Source: an optimization exercise on an open RTL-to-GDS flow (aim: a short achievable clock period and few clock cycles). Production flows keep margins and buffers that such runs may drop. Only simulation tests tie the RTL to the original design; equivalence was not proved. Power figures rest on the tool's default switching activity, not on a simulated workload.

### run.sh
#!/bin/bash
# synth_recipe.tcl (not shown) runs the flow's synth.tcl, then flattens the netlist and writes it again
# the make line also repeats each setting of config.mk as NAME=value (left out here)
make -C /OpenROAD-flow-scripts/flow DESIGN_CONFIG=/design/flow/config.mk WORK_HOME=/design/flow/orfs CLKGATE_MAP_FILE= SYNTH_SCRIPT=/design/flow/synth_recipe.tcl finish
### config.mk
export PLATFORM = sky130hd
export DESIGN_NAME = sicxe_core
export DESIGN_NICKNAME = sicxe_core
export VERILOG_FILES = /design/flow/design.v
export SDC_FILE = /design/flow/constraint.sdc
export NUM_CORES = 4
export LEC_CHECK = 0
export CAP_MARGIN = 20
export CORE_MARGIN = 2
export CORE_UTILIZATION = 30
export PLACE_DENSITY = 0.5
export SETUP_SLACK_MARGIN = 5
export SLEW_MARGIN = 20
### constraint.sdc
create_clock -name core_clock -period 12.0 [get_ports {clk}]
set_input_delay 2.4000 -clock core_clock [delete_from_list [all_inputs] [get_ports {clk}]]
set_output_delay 2.4000 -clock core_clock [all_outputs]
set_load 0.01 [all_outputs]
### design.v
module sicxe_core (
    input  wire        clk,
    input  wire        rst,           
    input  wire [15:0] entry_pc,      
    output wire        mem_valid,
    output wire        mem_we,
    output wire [15:0] mem_addr,
    output wire [7:0]  mem_wdata,
    input  wire        mem_ready,
    input  wire [7:0]  mem_rdata,
    output wire        dev_valid,
    output wire [1:0]  dev_op,        
    output wire [7:0]  dev_id,
    output wire [7:0]  dev_wdata,
    input  wire        dev_ready,
    input  wire        dev_flag,      
    input  wire [7:0]  dev_rdata,
    output wire        halted,
    output wire        faulted,
    output wire [2:0]  fault_code,
    output wire [1:0]  cc,
    input  wire [3:0]  dbg_sel,
    output reg  [31:0] dbg_data
);
    localparam CL2 = 5;               
    localparam NC  = 1 << CL2;
    localparam TW  = 16 - CL2;        
    localparam [5:0] PF_AHEAD = 6'd8;
    localparam DL2 = 5;               
    localparam ND  = 1 << DL2;
    localparam TD  = 16 - DL2;
    localparam [1:0] CC_LT = 2'd0, CC_EQ = 2'd1, CC_GT = 2'd2;
    localparam [2:0] F_INVOP = 3'd1, F_MEM = 3'd2, F_REG = 3'd3,
                     F_DEV   = 3'd4, F_UNDEF = 3'd5;
    localparam [5:0] OP_LDA  = 6'h00, OP_STA  = 6'h03, OP_STX  = 6'h04,
                     OP_STL  = 6'h05, OP_COMP = 6'h0A, OP_JEQ  = 6'h0C,
                     OP_JLT  = 6'h0E, OP_J    = 6'h0F, OP_JSUB = 6'h12,
                     OP_RSUB = 6'h13, OP_LDCH = 6'h14, OP_STCH = 6'h15,
                     OP_LDT  = 6'h1D, OP_COMPR= 6'h28, OP_CLEAR= 6'h2D,
                     OP_TIXR = 6'h2E, OP_RD   = 6'h36, OP_WD   = 6'h37,
                     OP_TD   = 6'h38;
    localparam [1:0] P_EXE = 2'd0, P_IND = 2'd1, P_ACC = 2'd2, P_DEV = 2'd3;
    reg [23:0] r_a, r_t;
    reg [31:0] r_x;
    reg [31:0] r_x1;          
    reg [16:0] r_l;
    reg [31:0] r_pc;          
    reg [1:0]  r_cc;
    reg        r_halt, r_flt;
    reg [2:0]  r_fault;
    wire       run = ~r_halt & ~r_flt;
    function [1:0] cmp32(input [31:0] a, input [31:0] b);
        if ($signed(a) < $signed(b))
            cmp32 = CC_LT;
        else if (a == b)
            cmp32 = CC_EQ;
        else
            cmp32 = CC_GT;
    endfunction
    function [1:0] cmp8(input [7:0] a, input [7:0] b);
        if (a < b)
            cmp8 = CC_LT;
        else if (a == b)
            cmp8 = CC_EQ;
        else
            cmp8 = CC_GT;
    endfunction
    function legal_op(input [5:0] o);
        case (o)
            OP_LDA, OP_STA, OP_STX, OP_STL, OP_COMP, OP_JEQ, OP_JLT, OP_J,
            OP_JSUB, OP_RSUB, OP_LDCH, OP_STCH, OP_LDT, OP_COMPR, OP_CLEAR,
            OP_TIXR, OP_RD, OP_WD, OP_TD: legal_op = 1'b1;
            default: legal_op = 1'b0;
        endcase
    endfunction
    reg [NC-1:0]    c_v;
    reg [TW-1:0]    c_tag [0:NC-1];
    reg [7:0]       c_d   [0:NC-1];
    localparam NB = 2;
    reg [NB-1:0] bt_v;
    reg [15:0]   bt_pc  [0:NB-1];
    reg [15:0]   bt_pm2 [0:NB-1];    
    reg [31:0]   bt_tgt [0:NB-1];
    reg          bt_rr;
    reg          jt_hit;      
    reg          jf_hit;      
    reg [31:0]   jt;          
    reg [ND-1:0]    dc_v;
    reg [TD-1:0]    dc_tag [0:ND-1];
    reg [7:0]       dc_d   [0:ND-1];
    reg [31:0] qa;
    reg [31:0] qp2, qp3, qp4, qp5, qp6;   
    reg [3:0]  qs0, qs1, qs2, qs3, qs4, qs5;   
    reg [4:0]  qv;
    reg [7:0]  ring [0:15];
    reg [15:0] fla;
    reg [15:0] pf;
    reg [5:0]  po;
    reg        pf_busy;       
    reg [15:0] pfb_addr;
    reg        pfb_match;     
    reg        e_valid;
    reg [1:0]  e_phase;
    reg [1:0]  e_cnt;
    reg [31:0] e_pc;
    reg [16:0] e_next;
    reg [31:0] e_ta;          
    reg [15:0] eaddr;         
    reg [2:0]  e_fault;       
    reg        e_pred;        
    reg [3:0]  e_r1, e_r2;
    reg [15:0] e_opv;         
    reg [1:0]  e_cmp;         
    reg [7:0]  e_id;          
    reg e_lda, e_ldt, e_ldch, e_comp, e_sta, e_stl, e_stx, e_stch;
    reg e_jeq, e_jlt, e_j, e_jsub, e_rsub, e_td, e_rd, e_wd;
    reg e_compr, e_clear, e_tixr, e_imm, e_wx;
    reg e_fj;                 
    reg e_btw;                
    reg e_bw;                 
    reg        e_bused;       
    reg [31:0] e_btgt;
    wire e_word  = e_lda | e_ldt | e_comp | e_sta | e_stl | e_stx;
    wire e_store = e_sta | e_stl | e_stx | e_stch;
    wire e_dev   = e_td | e_rd | e_wd;
    wire e_jump  = e_j | e_jsub | e_jeq | e_jlt;
    wire e_last  = e_word ? (e_cnt == 2'd2) : 1'b1;
    wire e_hi0    = (e_ta[31:16] == 16'd0);
    wire e_wok    = e_hi0 & (e_ta[15:1] != 15'h7FFF);
    wire e_ok     = (e_word | (e_phase == P_IND)) ? e_wok : e_hi0;
    wire [15:0] ea1 = eaddr + 16'd1;
    wire [15:0] ea2 = eaddr + 16'd2;
    wire dh0 = dc_v[eaddr[DL2-1:0]] && (dc_tag[eaddr[DL2-1:0]] == eaddr[15:DL2]);
    wire dh1 = dc_v[ea1[DL2-1:0]]   && (dc_tag[ea1[DL2-1:0]]   == ea1[15:DL2]);
    wire dh2 = dc_v[ea2[DL2-1:0]]   && (dc_tag[ea2[DL2-1:0]]   == ea2[15:DL2]);
    wire [7:0] dd0 = dc_d[eaddr[DL2-1:0]];
    wire [7:0] dd1 = dc_d[ea1[DL2-1:0]];
    wire [7:0] dd2 = dc_d[ea2[DL2-1:0]];
    wire e_rdp  = (e_phase == P_IND) | ((e_phase == P_ACC) & ~e_store);
    wire e_wrd  = (e_phase == P_IND) | e_word;
    wire e_dhit = e_xfer & e_rdp & (e_cnt == 2'd0) & dh0 & (~e_wrd | (dh1 & dh2));
    wire e_bus = run & e_valid & ((e_phase == P_IND) | (e_phase == P_ACC)) & e_ok;
    wire        pf_want  = run & (qa[31:16] == 16'd0) & ~po[5] & (po < PF_AHEAD);
    wire        pf_issue = ~pf_busy & ~e_bus & pf_want;
    wire        pf_req   = pf_busy | pf_issue;
    wire [15:0] pc_addr  = pf_busy ? pfb_addr : pf;
    wire        pf_done  = pf_req & mem_ready;
    wire        e_gnt    = e_bus & ~pf_busy;
    wire        e_xfer   = e_gnt & mem_ready;
    reg [23:0] sdata;
    always @(*) begin
        if (e_stl)      sdata = {7'd0, r_l};
        else if (e_stx) sdata = r_x[23:0];
        else            sdata = r_a;
    end
    wire [7:0] wbyte = e_stch ? r_a[7:0] :
                       (e_cnt == 2'd0) ? sdata[23:16] :
                       (e_cnt == 2'd1) ? sdata[15:8] : sdata[7:0];
    assign mem_valid = pf_req | e_bus;
    assign mem_we    = e_gnt & e_store & (e_phase == P_ACC);
    assign mem_addr  = pf_busy ? pfb_addr : (e_bus ? eaddr : pf);
    assign mem_wdata = wbyte;
    wire st_xfer = e_xfer & e_store & (e_phase == P_ACC);
    assign dev_valid = run & e_valid & (e_phase == P_DEV);
    assign dev_op    = e_td ? 2'd0 : e_rd ? 2'd1 : 2'd2;
    assign dev_id    = e_id;
    assign dev_wdata = r_a[7:0];
    assign halted     = r_halt;
    assign faulted    = r_flt;
    assign fault_code = r_fault;
    assign cc         = r_cc;
    always @(*) begin
        case (dbg_sel)
            4'd0: dbg_data = {8'd0, r_a};
            4'd1: dbg_data = r_x;
            4'd2: dbg_data = {15'd0, r_l};
            4'd5: dbg_data = {8'd0, r_t};
            4'd7: dbg_data = r_pc;
            default: dbg_data = 32'd0;
        endcase
    end
    wire [TW-1:0] fla_hi  = fla[15:CL2];
    wire [TW-1:0] fla_hi1 = fla[15:CL2] + 1'b1;
    reg  [3:0]    f_hit;
    reg  [7:0]    f_byte [0:3];
    reg  [CL2:0]  f_i;
    integer       k;
    always @(*) begin
        for (k = 0; k < 4; k = k + 1) begin
            f_i       = {1'b0, fla[CL2-1:0]} + k[CL2:0];
            f_hit[k]  = c_v[f_i[CL2-1:0]] &&
                        (c_tag[f_i[CL2-1:0]] == (f_i[CL2] ? fla_hi1 : fla_hi));
            f_byte[k] = c_d[f_i[CL2-1:0]];
        end
        if (pf_done && po == 6'd0 && (!pf_busy || pfb_match)) begin
            f_hit[0]  = 1'b1;
            f_byte[0] = mem_rdata;
        end
    end
    reg [2:0] nfill;
    always @(*) begin
        if (!f_hit[0] || qv > 5'd15)                   nfill = 3'd0;
        else if (!f_hit[1] || qv > 5'd14)              nfill = 3'd1;
        else if (!f_hit[2] || qv > 5'd13)              nfill = 3'd2;
        else if (!f_hit[3] || qv > 5'd12)              nfill = 3'd3;
        else                                           nfill = 3'd4;
    end
    wire [7:0] b0 = ring[qs0];
    wire [7:0] b1 = ring[qs1];
    wire [7:0] b2 = ring[qs2];
    wire [7:0] b3 = ring[qs3];
    wire [7:0] b4 = ring[qs4];
    wire [7:0] b5 = ring[qs5];
    wire [5:0] op   = b0[7:2];
    wire       f_n  = b0[1];
    wire       f_i0 = b0[0];
    wire       f_x  = b1[7];
    wire       f_bp = b1[6] | b1[5];
    wire       f_e  = b1[4];
    wire [3:0] r1   = b1[7:4];
    wire [3:0] r2   = b1[3:0];
    wire d_lda  = op == OP_LDA,  d_ldt  = op == OP_LDT,  d_ldch = op == OP_LDCH;
    wire d_comp = op == OP_COMP, d_sta  = op == OP_STA,  d_stl  = op == OP_STL;
    wire d_stx  = op == OP_STX,  d_stch = op == OP_STCH, d_jeq  = op == OP_JEQ;
    wire d_jlt  = op == OP_JLT,  d_j    = op == OP_J,    d_jsub = op == OP_JSUB;
    wire d_rsub = op == OP_RSUB, d_td   = op == OP_TD,   d_rd   = op == OP_RD;
    wire d_wd   = op == OP_WD,   d_compr= op == OP_COMPR, d_clear = op == OP_CLEAR;
    wire d_tixr = op == OP_TIXR;
    wire d_fmt2 = d_compr | d_clear | d_tixr;
    wire d_legal = legal_op(op);
    wire d_imm  = ~f_n & f_i0;
    wire d_ind  = f_n & ~f_i0;
    wire d_needs_addr = d_sta | d_stl | d_stx | d_stch | d_j | d_jeq | d_jlt |
                        d_jsub | d_td | d_rd | d_wd;
    wire d_jump = d_j | d_jsub | d_jeq | d_jlt;
    wire d_uses_x = ~d_fmt2 & ~d_rsub & ~d_imm & f_x;
    reg        h_done;        
    reg [2:0]  h_fault;
    reg [2:0]  h_len;
    always @(*) begin
        h_done  = 1'b0;
        h_fault = 3'd0;
        h_len   = d_fmt2 ? 3'd2 : (f_e ? 3'd4 : 3'd3);
        if (qa[31:16] != 16'd0) begin
            h_done = 1'b1; h_fault = F_MEM;
        end else if (qv == 5'd0) begin
            h_done = 1'b0;
        end else if (!d_legal) begin
            h_done = 1'b1; h_fault = F_INVOP;
        end else if (qa[15:0] == 16'hFFFF) begin
            h_done = 1'b1; h_fault = F_MEM;
        end else if (qv == 5'd1) begin
            h_done = 1'b0;
        end else if (d_fmt2) begin
            h_done = 1'b1;
        end else if (qa[15:0] > (f_e ? 16'hFFFB : 16'hFFFC)) begin
            h_done = 1'b1; h_fault = F_MEM;
        end else begin
            h_done = (qv >= {2'b0, h_len});
        end
        if (h_fault != 3'd0) h_len = 3'd0;
    end
    reg [2:0] d_fault;
    always @(*) begin
        d_fault = h_fault;
        if (d_fault == 3'd0) begin
            if (d_fmt2) begin
                if (r1 > 4'd8 || (d_compr && r2 > 4'd8)) d_fault = F_REG;
            end else if (!d_rsub && d_imm && d_needs_addr) begin
                d_fault = F_UNDEF;
            end
        end
    end
    wire [31:0] d_next  = (h_len == 3'd2) ? qp2 : (h_len == 3'd3) ? qp3 :
                          (h_len == 3'd4) ? qp4 : qa;
    wire [11:0] raw12   = {b1[3:0], b2};
    wire [19:0] raw20   = {b1[3:0], b2, b3};
    wire [31:0] d_raw   = f_e ? {12'd0, raw20} : {20'd0, raw12};
    wire        d_neg   = ~f_e & f_bp & raw12[11] & (raw12[10:0] != 11'd0);
    wire [31:0] d_off   = d_neg ? {20'hFFFFF, raw12} : d_raw;
    wire [31:0] d_ba    = f_bp ? (f_e ? qp4 : qp3) : 32'd0;
    wire [31:0] d_bx    = f_x ? r_x : 32'd0;
    wire [31:0] d_bs    = d_ba ^ d_off ^ d_bx;
    wire [31:0] d_bc    = (d_ba & d_off) | (d_ba & d_bx) | (d_off & d_bx);
    wire [31:0] d_base  = d_bs + {d_bc[30:0], 1'b0};
    wire d_pred = ~d_imm & ~d_ind &
                  (d_j | d_jsub | (d_jlt & (f_bp ? d_neg : (d_raw[15:0] < qa[15:0]))));
    wire [31:0] x_inc = r_x1;
    function [31:0] reg_read(input [3:0] idx);
        case (idx)
            4'd0: reg_read = {8'd0, r_a};
            4'd1: reg_read = r_x;
            4'd2: reg_read = {15'd0, r_l};
            4'd5: reg_read = {8'd0, r_t};
            4'd7: reg_read = e_pc;
            default: reg_read = 32'd0;
        endcase
    endfunction
    wire [23:0] ptr   = e_dhit ? (e_wrd ? {dd0, dd1, dd2} : {16'd0, dd0}) : {e_opv, mem_rdata};
    wire [7:0]  rbyte = e_dhit ? dd0 : mem_rdata;
    wire [7:0]  a_byte = (e_cnt == 2'd0) ? r_a[23:16] : (e_cnt == 2'd1) ? r_a[15:8] : r_a[7:0];
    wire [1:0]  cmp_now = e_dhit ? cmp32({8'd0, r_a}, {8'd0, ptr}) :
                          (e_cmp == CC_EQ) ? cmp8(a_byte, mem_rdata) : e_cmp;
    wire        e_fin   = e_dhit | (e_xfer & ((e_phase == P_IND) ? (e_cnt == 2'd2) : e_last));
    wire        cond_ok = e_j | e_jsub | (e_jeq & (r_cc == CC_EQ)) | (e_jlt & (r_cc == CC_LT));
    wire [1:0]  tix_cc  = cmp32(x_inc, (e_r1 == 4'd1) ? x_inc : reg_read(e_r1));
    wire        fj_go   = (tix_cc == CC_LT);     
    reg        x_done;
    reg        x_ind_end;
    reg        x_redir;       
    reg [31:0] x_tgt;
    reg        x_halt;
    reg        x_flt;
    reg [2:0]  x_code;
    always @(*) begin
        x_done = 1'b0; x_ind_end = 1'b0; x_redir = 1'b0; x_tgt = e_ta;
        x_halt = 1'b0; x_flt = 1'b0; x_code = e_fault;
        if (run && e_valid) begin
            case (e_phase)
                P_EXE: begin
                    x_done = 1'b1;
                    if (e_fault != 3'd0) begin
                        x_flt = 1'b1;
                    end else if (e_fj) begin
                        if (fj_go && e_ta == 32'd0) x_halt = 1'b1;
                        if (!fj_go) begin
                            x_redir = 1'b1;
                            x_tgt   = {15'd0, e_next};
                        end else if (e_ta != e_btgt) begin
                            x_redir = 1'b1;
                            x_tgt   = e_ta;
                        end
                    end else if (e_jump) begin
                        if (cond_ok && e_ta == 32'd0) x_halt = 1'b1;
                        if (cond_ok != e_pred) begin
                            x_redir = 1'b1;
                            x_tgt   = cond_ok ? e_ta : {15'd0, e_next};
                        end else if (cond_ok && e_bused && e_ta != e_btgt) begin
                            x_redir = 1'b1;
                            x_tgt   = e_ta;
                        end
                    end else if (e_rsub) begin
                        if (r_l == 17'd0) x_halt = 1'b1;
                        x_redir = 1'b1;
                        x_tgt   = {15'd0, r_l};
                    end
                end
                P_IND: begin
                    if (!e_ok) begin
                        x_done = 1'b1; x_flt = 1'b1; x_code = F_MEM;
                    end else if (e_fin && e_jump) begin
                        x_ind_end = 1'b1;
                        if (cond_ok) begin
                            if (ptr == 24'd0) x_halt = 1'b1;
                            x_redir = 1'b1;
                            x_tgt   = {8'd0, ptr};
                        end
                    end
                end
                P_ACC: begin
                    if (!e_ok) begin
                        x_done = 1'b1; x_flt = 1'b1; x_code = F_MEM;
                    end else if ((e_store ? (e_xfer & e_last) : e_fin) && !e_dev) begin
                        x_done = 1'b1;
                    end
                end
                default: begin    
                    if (dev_ready) begin
                        x_done = 1'b1;
                        if (!e_td && dev_flag) begin
                            x_flt = 1'b1; x_code = F_DEV;
                        end
                    end
                end
            endcase
        end
    end
    wire x_hazard = e_valid & e_wx & d_uses_x;
    wire [11:0] qa_blk1 = qa[15:4] + 12'd1;
    wire [11:0] qa_blk2 = qa[15:4] + 12'd2;
    wire st_hit   = st_xfer && ((eaddr[15:4] == qa[15:4]) || (eaddr[15:4] == qa_blk1) ||
                                (eaddr[15:4] == qa_blk2));
    wire e_acc    = ~e_valid | x_done;
    wire d_go     = run & h_done & e_acc & ~x_redir & ~x_hazard & ~st_hit;
    wire        pf_inc  = pf_done & (~pf_busy | pfb_match);
    wire [15:0] fla_1   = fla + 16'd1;
    wire [15:0] fla_2   = fla + 16'd2;
    wire [15:0] fla_3   = fla + 16'd3;
    wire [15:0] fla_4   = fla + 16'd4;
    wire [15:0] fla_n   = (nfill == 3'd0) ? fla : (nfill == 3'd1) ? fla_1 :
                          (nfill == 3'd2) ? fla_2 : (nfill == 3'd3) ? fla_3 : fla_4;
    wire [31:0] d_next2 = d_next + 32'd2;
    wire [31:0] d_next3 = d_next + 32'd3;
    wire [31:0] d_next4 = d_next + 32'd4;
    wire [31:0] d_next5 = d_next + 32'd5;
    wire [31:0] d_next6 = d_next + 32'd6;
    wire [31:0] qa_5    = qa + 32'd5;
    wire [31:0] qa_6    = qa + 32'd6;
    wire [31:0] qa_2    = qa + 32'd2;
    wire [31:0] qa_3    = qa + 32'd3;
    wire [31:0] qa_4    = qa + 32'd4;
    wire [3:0]  qs_b    = d_go ? d_next[3:0] : qa[3:0];
    reg          bm_n, bm_q, fm_n, fm_q;
    reg [31:0]   bt_n, bt_q;
    reg          bw;          
    integer      b;
    always @(*) begin
        bm_n = 1'b0; bm_q = 1'b0; bt_n = bt_tgt[0]; bt_q = bt_tgt[0]; bw = bt_rr;
        fm_n = 1'b0; fm_q = 1'b0;
        for (b = 0; b < NB; b = b + 1) begin
            if (bt_v[b] && bt_pc[b] == d_next[15:0] && d_next[31:16] == 16'd0) begin
                bm_n = 1'b1; bt_n = bt_tgt[b];
            end
            if (bt_v[b] && bt_pm2[b] == d_next[15:0] && d_next[31:16] == 16'd0) begin
                fm_n = 1'b1; if (!bm_n) bt_n = bt_tgt[b];
            end
            if (bt_v[b] && bt_pm2[b] == qa[15:0] && qa[31:16] == 16'd0) begin
                fm_q = 1'b1; if (!bm_q) bt_q = bt_tgt[b];
            end
            if (bt_v[b] && bt_pc[b] == qa[15:0] && qa[31:16] == 16'd0) begin
                bm_q = 1'b1; bt_q = bt_tgt[b]; bw = b[0];
            end
        end
    end
    wire [TW-1:0] jt_hi  = jt[15:CL2];
    wire [TW-1:0] jt_hi1 = jt[15:CL2] + 1'b1;
    reg  [7:0]    t_hit;
    reg  [7:0]    t_byte [0:7];
    reg  [CL2:0]  t_i;
    always @(*) begin
        for (k = 0; k < 8; k = k + 1) begin
            t_i       = {1'b0, jt[CL2-1:0]} + k[CL2:0];
            t_hit[k]  = c_v[t_i[CL2-1:0]] &&
                        (c_tag[t_i[CL2-1:0]] == (t_i[CL2] ? jt_hi1 : jt_hi));
            t_byte[k] = c_d[t_i[CL2-1:0]];
        end
    end
    wire [3:0]  ntf  = !t_hit[0] ? 4'd0 : !t_hit[1] ? 4'd1 : !t_hit[2] ? 4'd2 :
                       !t_hit[3] ? 4'd3 : !t_hit[4] ? 4'd4 : !t_hit[5] ? 4'd5 :
                       !t_hit[6] ? 4'd6 : !t_hit[7] ? 4'd7 : 4'd8;
    wire [31:0] jt_1 = jt + 32'd1;
    wire [31:0] jt_2 = jt + 32'd2;
    wire [31:0] jt_3 = jt + 32'd3;
    wire [31:0] jt_4 = jt + 32'd4;
    wire [31:0] jt_5 = jt + 32'd5;
    wire [31:0] jt_6 = jt + 32'd6;
    wire [15:0] jt_n = jt[15:0] + {12'd0, ntf};
    wire d_btok   = d_pred & ~f_x & (qa[31:16] == 16'd0);
    wire        j_e    = b3[4];
    wire [31:0] j_next = j_e ? qp6 : qp5;
    wire        fuse   = jf_hit & d_tixr & (h_fault == 3'd0) & (r1 <= 4'd8) &
                         (b2[7:2] == OP_JLT) & (b2[1] == b2[0]) & ~b3[7] &
                         (qv >= (j_e ? 5'd6 : 5'd5)) & (qa[15:4] != 12'hFFF) &
                         (jt[31:16] == 16'd0) & ~st_jt;
    wire [12:0] jt_blk1 = jt[15:3] + 13'd1;
    wire st_jt    = st_xfer & ((eaddr[15:3] == jt[15:3]) | (eaddr[15:3] == jt_blk1));
    wire btb_use  = d_go & (fuse | (jt_hit & d_btok)) & (jt[31:16] == 16'd0) & ~st_jt;
    wire [5:0]  po_n    = po + {5'd0, pf_inc} - {3'd0, nfill};
    integer i;
    reg [3:0] slot;
    always @(posedge clk) begin
        if (rst) begin
            r_a <= 24'd0; r_t <= 24'd0; r_x <= 32'd0; r_x1 <= 32'd1; r_l <= 17'd0;
            r_pc <= {16'd0, entry_pc};
            r_cc <= CC_EQ;
            r_halt <= 1'b0; r_flt <= 1'b0; r_fault <= 3'd0;
            c_v <= {NC{1'b0}};
            bt_v <= {NB{1'b0}}; bt_rr <= 1'b0; jt_hit <= 1'b0; jf_hit <= 1'b0;
            dc_v <= {ND{1'b0}};
            qa <= {16'd0, entry_pc}; qv <= 5'd0; fla <= entry_pc;
            pf <= entry_pc; po <= 6'd0; pf_busy <= 1'b0; pfb_addr <= 16'd0;
            pfb_match <= 1'b0;
            e_valid <= 1'b0; e_phase <= P_EXE; e_cnt <= 2'd0;
        end else begin
            if (pf_done) begin
                c_v[pc_addr[CL2-1:0]]   <= 1'b1;
                c_tag[pc_addr[CL2-1:0]] <= pc_addr[15:CL2];
                c_d[pc_addr[CL2-1:0]]   <= mem_rdata;
            end
            if (st_xfer && c_v[eaddr[CL2-1:0]] && c_tag[eaddr[CL2-1:0]] == eaddr[15:CL2])
                c_d[eaddr[CL2-1:0]] <= wbyte;
            if (e_xfer) begin
                dc_v[eaddr[DL2-1:0]]   <= 1'b1;
                dc_tag[eaddr[DL2-1:0]] <= eaddr[15:DL2];
                dc_d[eaddr[DL2-1:0]]   <= st_xfer ? wbyte : mem_rdata;
            end
            if (pf_issue && !mem_ready) begin
                pf_busy   <= 1'b1;
                pfb_addr  <= pf;
                pfb_match <= 1'b1;
            end else if (pf_busy && mem_ready) begin
                pf_busy <= 1'b0;
            end
            if (run && e_valid) begin
                case (e_phase)
                    P_EXE: begin
                        if (e_fault == 3'd0) begin
                            if (e_imm) begin
                                if (e_lda)  r_a <= e_ta[23:0];
                                if (e_ldt)  r_t <= e_ta[23:0];
                                if (e_ldch) r_a[7:0] <= e_ta[7:0];
                                if (e_comp) r_cc <= cmp32({8'd0, r_a}, e_ta);
                            end
                            if (e_compr) r_cc <= cmp32(reg_read(e_r1), reg_read(e_r2));
                            if (e_tixr) begin
                                r_x  <= x_inc;
                                r_x1 <= r_x1 + 32'd1;
                                r_cc <= tix_cc;
                            end
                            if (e_clear) begin
                                case (e_r1)
                                    4'd0: r_a <= 24'd0;
                                    4'd1: begin r_x <= 32'd0; r_x1 <= 32'd1; end
                                    4'd2: r_l <= 17'd0;
                                    4'd5: r_t <= 24'd0;
                                    default: ;
                                endcase
                            end
                            if (e_jsub) r_l <= e_next;
                        end
                    end
                    P_IND: begin
                        if (e_xfer) begin
                            e_opv <= {e_opv[7:0], mem_rdata};
                            eaddr <= eaddr + 16'd1;
                            e_cnt <= e_cnt + 2'd1;
                        end
                        if (e_fin) begin
                            if (e_jump) begin
                                if (e_jsub) r_l <= e_next;
                                e_valid <= 1'b0;
                            end else begin
                                e_ta    <= {8'd0, ptr};
                                eaddr   <= ptr[15:0];
                                e_phase <= P_ACC;
                                e_cnt   <= 2'd0;
                                e_cmp   <= CC_EQ;
                            end
                        end
                    end
                    P_ACC: begin
                        if (e_xfer) begin
                            e_opv <= {e_opv[7:0], mem_rdata};
                            e_cmp <= cmp_now;
                            eaddr <= eaddr + 16'd1;
                            e_cnt <= e_cnt + 2'd1;
                        end
                        if (e_fin && !e_store) begin
                            if (e_dev) begin
                                e_id    <= rbyte;
                                e_phase <= P_DEV;
                            end else begin
                                if (e_lda)  r_a <= ptr;
                                if (e_ldt)  r_t <= ptr;
                                if (e_ldch) r_a[7:0] <= rbyte;
                                if (e_comp) r_cc <= cmp_now;
                            end
                        end
                    end
                    default: begin    
                        if (dev_ready) begin
                            if (e_td) r_cc <= dev_flag ? CC_LT : CC_EQ;
                            else if (e_rd && !dev_flag) r_a[7:0] <= dev_rdata;
                        end
                    end
                endcase
            end
            if (x_halt) begin
                r_halt <= 1'b1;
                r_pc   <= 32'd0;
            end
            if (x_flt) begin
                r_flt   <= 1'b1;
                r_fault <= x_code;
                r_pc    <= e_pc;
            end
            if (x_done) e_valid <= 1'b0;
            if (e_acc) begin
                e_valid <= d_go;
                e_pc    <= qa;
                e_next  <= fuse ? j_next[16:0] : d_next[16:0];
                e_ta    <= fuse ? jt : d_imm ? d_raw : d_base;
                e_fj    <= fuse;
                e_btw   <= d_btok;
                e_bw    <= bw;
                eaddr   <= d_base[15:0];
                e_fault <= d_fault;
                e_pred  <= d_pred;
                e_bused <= btb_use;
                e_btgt  <= jt;
                e_r1    <= r1;
                e_r2    <= r2;
                e_cnt   <= 2'd0;
                e_cmp   <= CC_EQ;
                e_imm   <= d_imm;
                e_wx    <= d_tixr | (d_clear & (r1 == 4'd1));
                e_lda   <= d_lda;  e_ldt  <= d_ldt;  e_ldch <= d_ldch; e_comp <= d_comp;
                e_sta   <= d_sta;  e_stl  <= d_stl;  e_stx  <= d_stx;  e_stch <= d_stch;
                e_jeq   <= d_jeq;  e_jlt  <= d_jlt;  e_j    <= d_j;    e_jsub <= d_jsub;
                e_rsub  <= d_rsub; e_td   <= d_td;   e_rd   <= d_rd;   e_wd   <= d_wd;
                e_compr <= d_compr; e_clear <= d_clear; e_tixr <= d_tixr;
                if (d_fault != 3'd0)
                    e_phase <= P_EXE;
                else if (d_ind && !d_fmt2 && !d_rsub)
                    e_phase <= P_IND;
                else if (!d_imm && !d_fmt2 && !d_jump && !d_rsub)
                    e_phase <= P_ACC;
                else
                    e_phase <= P_EXE;
            end
            qp2 <= btb_use ? jt_2 : d_go ? d_next2 : qa_2;
            qp3 <= btb_use ? jt_3 : d_go ? d_next3 : qa_3;
            qp4 <= btb_use ? jt_4 : d_go ? d_next4 : qa_4;
            qp5 <= btb_use ? jt_5 : d_go ? d_next5 : qa_5;
            qp6 <= btb_use ? jt_6 : d_go ? d_next6 : qa_6;
            qs0 <= btb_use ? jt[3:0] : qs_b;
            qs1 <= btb_use ? jt_1[3:0] : qs_b + 4'd1;
            qs2 <= btb_use ? jt_2[3:0] : qs_b + 4'd2;
            qs3 <= btb_use ? jt_3[3:0] : qs_b + 4'd3;
            qs4 <= btb_use ? jt_4[3:0] : qs_b + 4'd4;
            qs5 <= btb_use ? jt_5[3:0] : qs_b + 4'd5;
            jt_hit <= (d_go ? bm_n : bm_q) & ~x_redir & ~st_hit & ~(d_go & (d_pred | fuse));
            jf_hit <= (d_go ? fm_n : fm_q) & ~x_redir & ~st_hit & ~(d_go & (d_pred | fuse));
            jt     <= d_go ? bt_n : bt_q;
            if (run && e_valid && e_btw && e_phase == P_EXE && e_fault == 3'd0) begin
                bt_v[e_bw]   <= 1'b1;
                bt_pc[e_bw]  <= e_pc[15:0];
                bt_pm2[e_bw] <= e_pc[15:0] - 16'd2;
                bt_tgt[e_bw] <= e_ta;
            end
            if (d_go && d_btok && !bm_q) bt_rr <= ~bt_rr;
            for (b = 0; b < NB; b = b + 1)
                if (st_xfer && (eaddr[15:2] == bt_pc[b][15:2] ||
                                eaddr[15:2] == bt_pc[b][15:2] + 14'd1))
                    bt_v[b] <= 1'b0;
            if (x_redir) begin
                pfb_match <= 1'b0;
                qa  <= x_tgt;
                qv  <= 5'd0;
                fla <= x_tgt[15:0];
                pf  <= x_tgt[15:0];
                po  <= 6'd0;
            end else if (st_hit) begin
                qv  <= 5'd0;
                fla <= qa[15:0];
                po  <= po + {1'd0, qv};
            end else if (btb_use) begin
                for (i = 0; i < 16; i = i + 1) begin
                    slot = i[3:0] - jt[3:0];
                    if (slot < ntf)
                        ring[i] <= t_byte[slot[2:0]];
                end
                pfb_match <= 1'b0;
                qa  <= jt;
                qv  <= {1'b0, ntf};
                fla <= jt_n;
                pf  <= jt_n;
                po  <= 6'd0;
            end else if (d_go && d_pred) begin
                pfb_match <= 1'b0;
                qa  <= d_base;
                qv  <= 5'd0;
                fla <= d_base[15:0];
                pf  <= d_base[15:0];
                po  <= 6'd0;
            end else begin
                for (i = 0; i < 16; i = i + 1) begin
                    slot = i[3:0] - fla[3:0];
                    if (slot < {1'b0, nfill})
                        ring[i] <= f_byte[slot[1:0]];
                end
                if (d_go) qa <= d_next;
                qv  <= qv + {2'b0, nfill} - (d_go ? {2'b0, h_len} : 5'd0);
                fla <= fla_n;
                if (po[5]) begin
                    pfb_match <= 1'b0;
                    pf <= fla;
                    po <= 6'd0 - {3'd0, nfill};
                end else begin
                    if (pf_inc) pf <= pf + 16'd1;
                    po <= po_n;
                end
            end
        end
    end
endmodule
==> flow_metrics.py <==
metrics = {
    "setup_path": {
        "critPathLaunchType": "register",
        "cp.arrival_ns": 7.85,
        "critPathKind": "register to register",
        "r2r_slack_ns": 4.83,
        "cp_data_required_time_ns": 12.67,
        "critPathSlowestCell": "buf_4",
        "crit_fanout": 37,
        "crit_chain": "buf_4 > buf_4 > mux4_2 > mux4_2 > mux2i_1 > xor2_1 > nand2_1 > nor4_1 > nand3_1 > buf_4 > nor2_2 > a22oi_2 > buf_4 > nor2_2 > buf_4",
        "crit_path_end_kind": "register",
        "slowest_delay_ns": 0.74,
        "crit_top_cell": "buf_4",
    },
    "synth": {
        "synth_most_common_cell": "mux4_2",
        "yosys_warnings": 4,
        "syn_avg_cell_area_sq_um": 11.55,
        "syn_area_sq_mm": 0.1789,
        "yosys-top-cells-count": "1989 x mux4_2, 1889 x edfxtp_1, 1426 x nand2_1",
        "synth_edf_count": 1889,
        "synth.distinct_cells": 126,
        "synth.ff_latch_count": 2175,
        "async_flop_share_pct": 0,
        "synthTopCellsByArea": "edfxtp_1 32%, mux4_2 25%, mux2i_1 5.2%",
        "ys_seq_area_share_pct": 34.91,
        "syn_inst": 15490,
        "syn-num-nets": 15900,
        "synth_ff_type": "edfxtp_1",
        "synth.largest_area_cell": "edfxtp_1",
        "synth_top_area_share_pct": 31.71,
    },
    "timing": {
        "layout_min_cycle_time_ns": 7.174,
        "setup_tns_ns": 0,
        "period_share_pct": 59.78,
        "grt_setup_unrepaired": "true",
        "slew_viol_final": 0,
        "fmax_mhz": 139.4,
        "hold_violations": 0,
        "tightest_slew_ns": 1.304,
        "fin_worst_skew_ns": 0.1293,
        "setup_viol": 0,
        "max-slew-margin-rel_pct": 13.09,
        "setup_ws_ns": 4.826,
    },
    "power": {
        "combPwrFrac_pct": 68.2,
        "clkPwrFrac_pct": 13.8,
        "p_per_area_mw_per_mm2": 313.8,
        "ir_worst_vdd_uv": 516.7,
        "p_leak_uw": 0.07076,
        "p_sw_uw": 34160,
        "intPower_uw": 31410,
        "switching_share_pct": 52.09,
        "finalPower_uw": 65570,
        "p_seq_share_pct": 18.0,
    },
    "route": {
        "drcViolationCount": 0,
        "first_iter_violations": 27680,
        "wl_per_cell_microns": 40.31,
        "dr.pass1.iters": 12,
        "num_vias": 158900,
        "routed_wl_microns": 953600,
        "via_per_inst": 6.717,
        "antenna_left": 0,
    },
    "floorplanning": {
        "rows": 283,
        "die-height_microns": 776.2,
        "start_util_pct": 30.11,
        "core_area_sq_mm": 0.5942,
        "die_w_microns": 776.2,
        "ios": 125,
        "dieArea_sq_mm": 0.6025,
    },
    "global_routing": {
        "grt_pass1_vias": 145900,
        "grt_max_degree": 179,
        "grt_overflow_total": 0,
        "grt_usage_pct": 30.23,
        "antenna_found_initial": 76,
        "grt_first_pass_wirelength_microns": 1275000,
    },
    "cells_and_area": {
        "register_area_sq_mm": 0.06250,
        "fillers": 58110,
        "final_area_sq_mm": 0.2090,
        "drive_above_1_share_pct": 29.29,
        "multi_input_area_sq_mm": 0.1136,
        "finalCoreUtilization_pct": 35.17,
        "area_growth_pct": 16.81,
        "finalNetCount": 15930,
    },
    "clock_network": {
        "hold_buffers": 0,
        "cts.sinks": 2175,
        "clock_latency_ns": 1.08,
        "cts_tree": "yes",
        "clk_pin_slew_ns": 0.06,
        "cts.path.max_buffers": 4,
        "clockRootBuffer": "clkbuf_16",
        "h-tree-depth": 5,
        "cts_inserted_buffers": 283,
    },
    "worst_hold_path": {
        "min_path_type": "register to register",
    },
    "placement": {
        "port_buffers": 124,
        "dpl.hpwl_microns": 649200,
        "dpl_cell_area_sq_mm": 0.1913,
        "globalplace.congestion": 1.040,
        "dp_slack_ns": 2.822,
    },
    "job": {
        "maxCapViolations": 0,
    },
    "run_status": {
        "outcome": "timing/DRC/antenna clean",
    },
}
[per-layer routing]
layer	global-route usage [%]	share of wire, %
met1	39.31	37
met2	42.66	41
met3	10.85	14
met4	18.75	7.8
met5	0.2529	0.058
[cell usage in the layout, fill, tap and decap left out, types with 301 or more instances in the layout]
master     instances
inv_1            301
o21ai_0          661
xnor2_1          527
a21oi_1          852
mux2_2           430
edfxtp_1        1889
mux4_2          1989
nand2_1         1398
buf_4            706
nor2_1          1063
mux2i_1          841
clkbuf_16        301
[through the flow]
step                      hold slack, ns  std cells
after floorplan                   0.4064      15490
after global placement            0.4278      22720
after detailed placement          0.4329      22730
after CTS                         0.4507      23470
after global routing              0.4655      23600
final                             0.4545      23650
[path summary, 6_finish.rpt]
check / depth (start not counted) / endpoint / start
min: 0 / e_opv[15] / e_opv[7]
max: 15 / c_d[20][6] / register
max reg2reg: 15 / c_d[20][6] / register
min reg2reg: 0 / e_opv[15] / e_opv[7]
[cell type report]
| cell class | count | area share [%] |
|---|---|---|
| tap | 7837 | 4.693 |
| clock buffer | 341 | 3.557 |
| clock inverter | 174 | 1.001 |
| inverter | 345 | 0.6820 |
| timing repair inverter | 1 | 0.004192 |
| antenna | 62 | 0.07425 |
| timing repair buffer | 1101 | 5.716 |
| sequential | 2175 | 29.91 |
| multi-input combinational | 11620 | 54.36 |
[cells by family after synthesis]
group | count (synthesis) | synth area share (%)
flops | 2175 | 34.91
xor+xnor | 815 | 4.030
mux | 3380 | 33.16
fa+ha+maj | 363 | 2.703
buf+inv | 1701 | 3.892
compound gates | 3027 | 10.97
simple gates | 4031 | 10.33
[timing repair]
item / in CTS / in global routing
endpoints found under the setup margin: 813 / 559
gates cloned: 36 / 17
pin swaps: 56 / 59
buffers inserted: 193 / 99
resized for setup: 554 / 323
endpoints found under the hold margin: 0 / 0
[power groups by stage]
stage	clock, uW	combinational [uW]	sequential, uW
after floorplan	0	23600	11100
after global placement	0	38800	12000
after detailed placement	0	38700	12000
after CTS	9090	41500	11700
after global routing	9370	45400	11800
final	9040	44700	11800
[state kept, by name, indices dropped and copies added, names as in the netlist, 64 cells and up, named ones only]
register / flops
ring: 128
dc_d: 256
c_d: 256
bt_tgt: 64
c_tag: 352
dc_tag: 352
[critical path, delay by kind of cell, from the launching register on]
| family | cells | cell delay, ns |
|---|---|---|
| simple gates | 5 | 2.15 |
| xor+xnor | 1 | 0.19 |
| buf+inv | 5 | 2.39 |
| mux | 3 | 1.33 |
| compound gates | 1 | 0.19 |
| flops | 1 | 0.47 |
Testbench counts, summed over its fixed seeds: cycles 169,331.

==> re-timing with driven ports <==
Ports are ideal in the flow. The routed layout listed here was re-timed in OpenROAD.
Step 1: set_driving_cell puts a clkbuf_16 on clk and a buf_2 on each other input, an assumption about the parent block.
Step 2 times the ports against the registers' clock, not the clock port: input delays grow and output delays shrink by t, the midpoint of the rising clock arrivals with the driver on.
a / b / c = no drivers / after step 1 / after step 2; a / b = the first two.
t (ns): 1.135
setup WS [ns]: 4.826 / 4.826 / 3.753
slew at the worst register clock pin (ns): 0.07 / 0.07
worst slew at a driven data input, ns: 0.26
After both steps this run still meets setup and hold. For this run, drivers alone change the setup slack by 0.000 ns; drivers and shift together by -1.073 ns.
